This is an optimization exercise on Yosys and OpenROAD, whose aim is small area, not a production implementation.
Only simulation tests tie the RTL to the original design; equivalence was not proved.
Power and IR drop assume default switching activity.

== the baseline ==
==> flow/design.v <==
module ws_core (
    input  wire       clk,
    input  wire       rst,           
    input  wire [2:0] pins,          
    input  wire       adc_eoc,
    input  wire [7:0] adc_drl,
    input  wire [7:0] adc_drh,
    output reg        adc_ch,
    output reg        adc_en,
    output wire       adc_start,
    input  wire       exec,          
    input  wire [2:0] cmd,           
    input  wire       cur_clr,       
    input  wire       cur_adv,       
    input  wire [2:0] bitidx,        
    output wire       txbit,
    output wire       host_ready
);
    localparam [1:0] M_FF    = 2'd0;
    localparam [1:0] M_SMALL = 2'd1;
    localparam [1:0] M_AA    = 2'd2;
    localparam [1:0] M_DATA  = 2'd3;
    localparam [13:0] T_INIT = 14'h00b7;
    localparam [13:0] T_MASK = 14'h2abf;
    reg  [2:0]  sync1, sync2, port, snap;
    reg         data_ready, running;
    reg  [13:0] timer;
    reg  [1:0]  start_seq;
    reg  [15:0] rain, wind;
    reg  [9:0]  uv, dir;
    reg         reset_code;
    reg  [1:0]  mode;
    reg  [7:0]  t0, t1, t2, t3, t5, t7;
    reg  [1:0]  t4, t6;
    reg  [3:0]  cursor;
    wire c1 = exec && cmd == 3'd1;
    wire c2 = exec && cmd == 3'd2;
    wire c3 = exec && cmd == 3'd3;
    wire c4 = exec && cmd == 3'd4;
    wire c5 = exec && cmd == 3'd5;
    wire rtc_fall  = snap[0] && !port[0];
    wire rain_rise = !snap[1] && port[1];
    wire wind_rise = !snap[2] && port[2];
    wire cs     = c2 || rtc_fall;                  
    wire expire = running && ((timer & T_MASK) == 14'd0);
    wire en_i   = cs || adc_en;
    wire ch_i   = !cs && adc_ch;
    wire done   = adc_eoc && en_i;
    wire [9:0] adc_value = {adc_drh[1:0], adc_drl};
    wire snap_en = c3 && data_ready;
    always @(posedge clk) begin
        sync1 <= pins;
        sync2 <= sync1;
        port  <= sync2;
        snap  <= rst ? sync2 : port;
    end
    always @(posedge clk) begin
        timer <= cs ? T_INIT : {timer[12:0], timer[13] ^ timer[12]};
        wind  <= (cs ? 16'd0 : wind) + {15'd0, wind_rise && (cs || running)};
        if (snap_en) begin
            t0[7:1] <= rain[15:9];
            t1 <= rain[7:0];
            t2 <= wind[15:8];
            t3 <= wind[7:0];
            t4 <= dir[9:8];
            t5 <= dir[7:0];
            t6 <= uv[9:8];
            t7 <= uv[7:0];
        end
        if (snap_en)
            t0[0] <= rain[8];
        else if (c1)
            t0[0] <= reset_code;
        else if (c4)
            t0[0] <= data_ready;
        if (cur_clr)
            cursor <= 4'd0;
        else if (cur_adv && !cursor[3])
            cursor <= cursor + 4'd1;
    end
    always @(posedge clk) begin
        if (rst) begin
            data_ready <= 1'b0;
            running    <= 1'b0;
            start_seq  <= 2'd0;
            adc_ch     <= 1'b0;
            adc_en     <= 1'b0;
            rain       <= 16'd0;
            uv         <= 10'd0;
            dir        <= 10'd0;
            reset_code <= 1'b1;
            mode       <= M_FF;
        end else begin
            if (cs) begin
                data_ready <= 1'b0;
                running    <= 1'b1;
            end else if (expire) begin
                data_ready <= 1'b1;
                running    <= 1'b0;
            end
            adc_ch <= done || ch_i;
            adc_en <= done ? !ch_i : en_i;
            if (cs || (done && !ch_i))
                start_seq <= 2'd3;
            else if (start_seq != 2'd0)
                start_seq <= start_seq - 2'd1;
            if (done && !ch_i)
                uv <= adc_value;
            if (done && ch_i)
                dir <= adc_value;
            rain <= (c5 ? 16'd0 : rain) + {15'd0, rain_rise};
            if (c1)
                reset_code <= 1'b0;
            if (exec)
                mode <= c3 ? (data_ready ? M_DATA : M_AA) :
                        (c1 || c4) ? M_SMALL : M_FF;
        end
    end
    reg [7:0] dbyte;
    always @* begin
        case (cursor[2:0])
            3'd0: dbyte = t0;
            3'd1: dbyte = t1;
            3'd2: dbyte = t2;
            3'd3: dbyte = t3;
            3'd4: dbyte = {6'd0, t4};
            3'd5: dbyte = t5;
            3'd6: dbyte = {6'd0, t6};
            default: dbyte = t7;
        endcase
    end
    reg tb;
    always @* begin
        if (cursor[3])
            tb = 1'b1;
        else case (mode)
            M_DATA:  tb = dbyte[bitidx];
            M_AA:    tb = bitidx[0];
            M_SMALL: tb = (cursor[2:0] == 3'd0) ? (bitidx == 3'd0 && t0[0]) : 1'b1;
            default: tb = 1'b1;
        endcase
    end
    assign txbit = tb;
    assign adc_start  = start_seq[0];
    assign host_ready = data_ready;
endmodule
module ws_i2c #(
    parameter [6:0] I2C_ADDR = 7'h50
) (
    input  wire       clk,
    input  wire       rst,           
    input  wire [2:0] pins,
    input  wire       adc_eoc,
    input  wire [7:0] adc_drl,
    input  wire [7:0] adc_drh,
    output wire       adc_ch,
    output wire       adc_en,
    output wire       adc_start,
    input  wire       scl,           
    input  wire       sda,           
    output wire       sda_oe,        
    output wire       host_ready
);
    localparam [2:0] S_IDLE  = 3'd0;
    localparam [2:0] S_ADDR  = 3'd4;
    localparam [2:0] S_RX    = 3'd5;
    localparam [2:0] S_ACK   = 3'd2;
    localparam [2:0] S_MACK  = 3'd3;
    localparam [2:0] S_TX    = 3'd6;
    localparam [2:0] S_LOAD1 = 3'd1;
    localparam [2:0] S_LOAD2 = 3'd7;
    reg        scl_s1, scl_s2, scl_q;
    reg        sda_s1, sda_s2, sda_q;
    reg  [2:0] state;
    reg  [3:0] bitcnt;
    reg        pfx;          
    reg  [2:0] sh;           
    reg        srx;          
    reg        taken;        
    reg  [2:0] cmd;          
    reg        pend1, pend2;
    wire       txbit;
    wire start_det = scl_s2 && scl_q && sda_q && !sda_s2;
    wire stop_det  = scl_s2 && scl_q && !sda_q && sda_s2;
    wire scl_rise  = scl_s2 && !scl_q;
    wire scl_fall  = !scl_s2 && scl_q;
    wire in_addr   = (state == S_ADDR);
    wire in_rx     = (state == S_RX);
    wire in_tx     = (state == S_TX);
    wire shifting  = in_addr || in_rx;
    wire mid_byte  = (shifting && (bitcnt[3] || bitcnt[2] || bitcnt[1])) ||
                     (in_tx && (bitcnt != 4'd0));
    wire bit8      = bitcnt[3];
    wire match     = pfx && !sh[2] && !sh[1];
    wire addr_ev   = scl_fall && !start_det && !stop_det && in_addr && bit8;
    wire write_ev  = scl_fall && !start_det && !stop_det && in_rx && bit8;
    wire tx_end    = scl_fall && !start_det && !stop_det && in_tx && (bitcnt[2:0] == 3'd7);
    wire exp_bit   = in_addr && (bitcnt[2:0] == 3'd0 || bitcnt[2:0] == 3'd2);
    wire pfx_cmp   = bitcnt[3] || (bitcnt[2] && (bitcnt[1] || bitcnt[0])) || (sda_s2 == exp_bit);
    always @(posedge clk) begin
        scl_s1 <= scl;
        scl_s2 <= scl_s1;
        scl_q  <= scl_s2;
        sda_s1 <= sda;
        sda_s2 <= sda_s1;
        sda_q  <= sda_s2;
    end
    always @(posedge clk) begin
        if (rst) begin
            state <= S_IDLE;
        end else if (start_det) begin
            state  <= S_ADDR;
            bitcnt <= 4'd0;
        end else if (stop_det) begin
            state  <= S_IDLE;
        end else if (scl_rise) begin
            if (shifting || state == S_MACK) begin
                sh     <= {sh[1:0], sda_s2};
                pfx    <= (pfx || bitcnt == 4'd0) && pfx_cmp;
                bitcnt <= bitcnt + 4'd1;
            end
        end else if (scl_fall) begin
            case (state)
                S_ADDR: if (bit8) state <= match ? S_ACK : S_IDLE;
                S_RX:   if (bit8) state <= S_ACK;
                S_ACK: begin
                    bitcnt <= 4'd0;
                    state  <= srx ? S_RX : S_LOAD1;
                end
                S_TX: begin
                    bitcnt <= bitcnt + 4'd1;
                    if (bitcnt[2:0] == 3'd7)
                        state <= S_MACK;
                end
                S_MACK: begin
                    bitcnt <= 4'd0;
                    state  <= sh[0] ? S_IDLE : S_LOAD1;
                end
                default: ;
            endcase
        end else if (state == S_LOAD1) begin
            state <= S_LOAD2;
        end else if (state == S_LOAD2) begin
            state <= S_TX;
        end
    end
    always @(posedge clk) begin
        if (rst) begin
            srx   <= 1'b0;
            cmd   <= 3'd0;
            pend1 <= 1'b0;
            pend2 <= 1'b0;
        end else begin
            pend1 <= stop_det && !mid_byte && srx;
            pend2 <= pend1;
            if (start_det ? mid_byte : stop_det)
                srx <= 1'b0;
            else if (addr_ev)
                srx <= match && !sh[0];
            if (addr_ev)
                taken <= 1'b0;
            if (write_ev) begin
                taken <= 1'b1;
                if (!taken)
                    cmd <= pfx ? sh : 3'd0;
            end
        end
    end
    assign sda_oe = (state == S_ACK) || (in_tx && !txbit);
    ws_core core (
        .clk(clk), .rst(rst), .pins(pins),
        .adc_eoc(adc_eoc), .adc_drl(adc_drl), .adc_drh(adc_drh),
        .adc_ch(adc_ch), .adc_en(adc_en), .adc_start(adc_start),
        .exec(pend2), .cmd(cmd),
        .cur_clr(addr_ev), .cur_adv(tx_end), .bitidx(~bitcnt[2:0]),
        .txbit(txbit),
        .host_ready(host_ready)
    );
endmodule
export LEC_CHECK = 0
export CAP_MARGIN = 20
export CORE_MARGIN = 2
export CORE_UTILIZATION = 40
export SLEW_MARGIN = 20
create_clock -name core_clock -period 10.0 [get_ports {clk}]
standard.sh (not shown) runs the stock make flow with config.mk's settings and CLKGATE_MAP_FILE= SYNTH_SCRIPT=/design/flow/synth_recipe.tcl, a recipe that flattens the netlist after the stock synthesis.
==> flow/flow/run.sh <==
#!/bin/bash
# Standard layout, with the port buffers as buf_1 and a clock tree without dummy loads.
set -euo pipefail
export BUFFER_PORTS_ARGS="-buffer_cell sky130_fd_sc_hd__buf_1"
export CTS_ARGS="-sink_clustering_enable -repair_clock_nets -dont_use_dummy_load -buf_list sky130_fd_sc_hd__clkbuf_8 -sink_clustering_size 30 -sink_clustering_max_diameter 80"
bash standard.sh > standard.log 2>&1
--- input diff the baseline..the candidate ---
diff --git a/flow/design.v b/flow/design.v
--- a/flow/design.v
+++ b/flow/design.v
@@ -49,4 +49,23 @@
     wire [9:0] adc_value = {adc_drh[1:0], adc_drl};
     wire snap_en = c3 && data_ready;
+    wire rain_keep = !(rst || c5);
+    wire wind_keep = !cs;
+    wire rain_inc  = rain_rise && !rst;
+    wire wind_inc  = wind_rise && (cs || running);
+    reg  [15:0] n_rain, n_wind;
+    reg         rc, wc;
+    integer     i;
+    always @* begin
+        rc = rain_inc;
+        wc = wind_inc;
+        for (i = 0; i < 16; i = i + 1) begin
+            n_rain[i] = (rain[i] ^ rc) && rain_keep;
+            n_wind[i] = (wind[i] ^ wc) && wind_keep;
+            rc = rc && rain[i];
+            wc = wc && wind[i];
+        end
+        n_rain[0] = (rain[0] && rain_keep) ^ rain_inc;
+        n_wind[0] = (wind[0] && wind_keep) ^ wind_inc;
+    end
     always @(posedge clk) begin
         sync1 <= pins;
@@ -57,5 +76,6 @@
     always @(posedge clk) begin
         timer <= cs ? T_INIT : {timer[12:0], timer[13] ^ timer[12]};
-        wind  <= (cs ? 16'd0 : wind) + {15'd0, wind_rise && (cs || running)};
+        wind  <= n_wind;
+        rain  <= n_rain;
         if (snap_en) begin
             t0[7:1] <= rain[15:9];
@@ -86,5 +106,4 @@
             adc_ch     <= 1'b0;
             adc_en     <= 1'b0;
-            rain       <= 16'd0;
             uv         <= 10'd0;
             dir        <= 10'd0;
@@ -109,5 +128,4 @@
             if (done && ch_i)
                 dir <= adc_value;
-            rain <= (c5 ? 16'd0 : rain) + {15'd0, rain_rise};
             if (c1)
                 reset_code <= 1'b0;
@@ -163,11 +181,9 @@
 );
     localparam [2:0] S_IDLE  = 3'd0;
-    localparam [2:0] S_ADDR  = 3'd4;
-    localparam [2:0] S_RX    = 3'd5;
-    localparam [2:0] S_ACK   = 3'd2;
+    localparam [2:0] S_ADDR  = 3'd6;
+    localparam [2:0] S_RX    = 3'd4;
+    localparam [2:0] S_ACK   = 3'd1;
     localparam [2:0] S_MACK  = 3'd3;
-    localparam [2:0] S_TX    = 3'd6;
-    localparam [2:0] S_LOAD1 = 3'd1;
-    localparam [2:0] S_LOAD2 = 3'd7;
+    localparam [2:0] S_TX    = 3'd2;    
     reg        scl_s1, scl_s2, scl_q;
     reg        sda_s1, sda_s2, sda_q;
@@ -190,5 +206,5 @@
     wire shifting  = in_addr || in_rx;
     wire mid_byte  = (shifting && (bitcnt[3] || bitcnt[2] || bitcnt[1])) ||
-                     (in_tx && (bitcnt != 4'd0));
+                     (in_tx && (bitcnt[2:0] != 3'd0));
     wire bit8      = bitcnt[3];
     wire match     = pfx && !sh[2] && !sh[1];
@@ -225,6 +241,6 @@
                 S_RX:   if (bit8) state <= S_ACK;
                 S_ACK: begin
-                    bitcnt <= 4'd0;
-                    state  <= srx ? S_RX : S_LOAD1;
+                    bitcnt <= srx ? 4'd0 : 4'd14;
+                    state  <= srx ? S_RX : S_TX;
                 end
                 S_TX: begin
@@ -234,13 +250,11 @@
                 end
                 S_MACK: begin
-                    bitcnt <= 4'd0;
-                    state  <= sh[0] ? S_IDLE : S_LOAD1;
+                    bitcnt <= 4'd14;
+                    state  <= sh[0] ? S_IDLE : S_TX;
                 end
                 default: ;
             endcase
-        end else if (state == S_LOAD1) begin
-            state <= S_LOAD2;
-        end else if (state == S_LOAD2) begin
-            state <= S_TX;
+        end else if (in_tx && bitcnt[3]) begin
+            bitcnt <= bitcnt + 4'd1;
         end
     end
@@ -267,5 +281,5 @@
         end
     end
-    assign sda_oe = (state == S_ACK) || (in_tx && !txbit);
+    assign sda_oe = (state == S_ACK) || (in_tx && !bitcnt[3] && !txbit);
     ws_core core (
         .clk(clk), .rst(rst), .pins(pins),
Notes after the runs:
Taking the baseline as the reference, in the candidate routed length on met1 has decreased, via count of the first global-routing pass has decreased, relative area change from synthesis to final layout has increased, tapcell count has decreased. The candidate — compound-cell area share of the yosys netlist 0.57 points lower, the baseline as reference. The baseline was routed with more vias than the candidate. Area of the multi-input gates: the candidate vs the baseline down 7.5%. Core utilization ends up lower on the baseline. Fraction of area in registers, the baseline and the candidate: higher on the candidate. When the candidate is set beside the baseline, its global-route track usage on met1 turns out to be 1.2 points larger. When the candidate is measured against the baseline, its total length of routed met3 wires turns out 62% higher. Power spent charging and discharging nets grows by more than 10% when moving from the baseline to the candidate.

port drivers added, routing unchanged:
How much do the figures lean on ideal ports? The routed layouts below were timed once more, with nothing changed but the port constraints.
Step 1 assumes that a clkbuf_16 drives the clock port and a buf_2 every other input.
Step 2, shift: input delay + t, output delay - t, t = (earliest + latest rising clock arrival at the registers) / 2. This alone moves slack from input paths to output paths.
Slacks: ideal ports / drivers / drivers and shift; pairs: ideal ports / drivers.
| run | t, ns | setup slack, ns | clock arrival spread, ns |
|---|---|---|---|
| the baseline | 0.479 | 4.905 / 4.867 / 5.345 | 0.055 / 0.055 |
| the candidate | 0.486 | 4.442 / 4.444 / 3.965 | 0.027 / 0.027 |
After both steps setup and hold are still met in every run listed. The setup slack of the candidate, which loses most, moves by +0.002 ns with the drivers and by -0.477 ns with both steps.
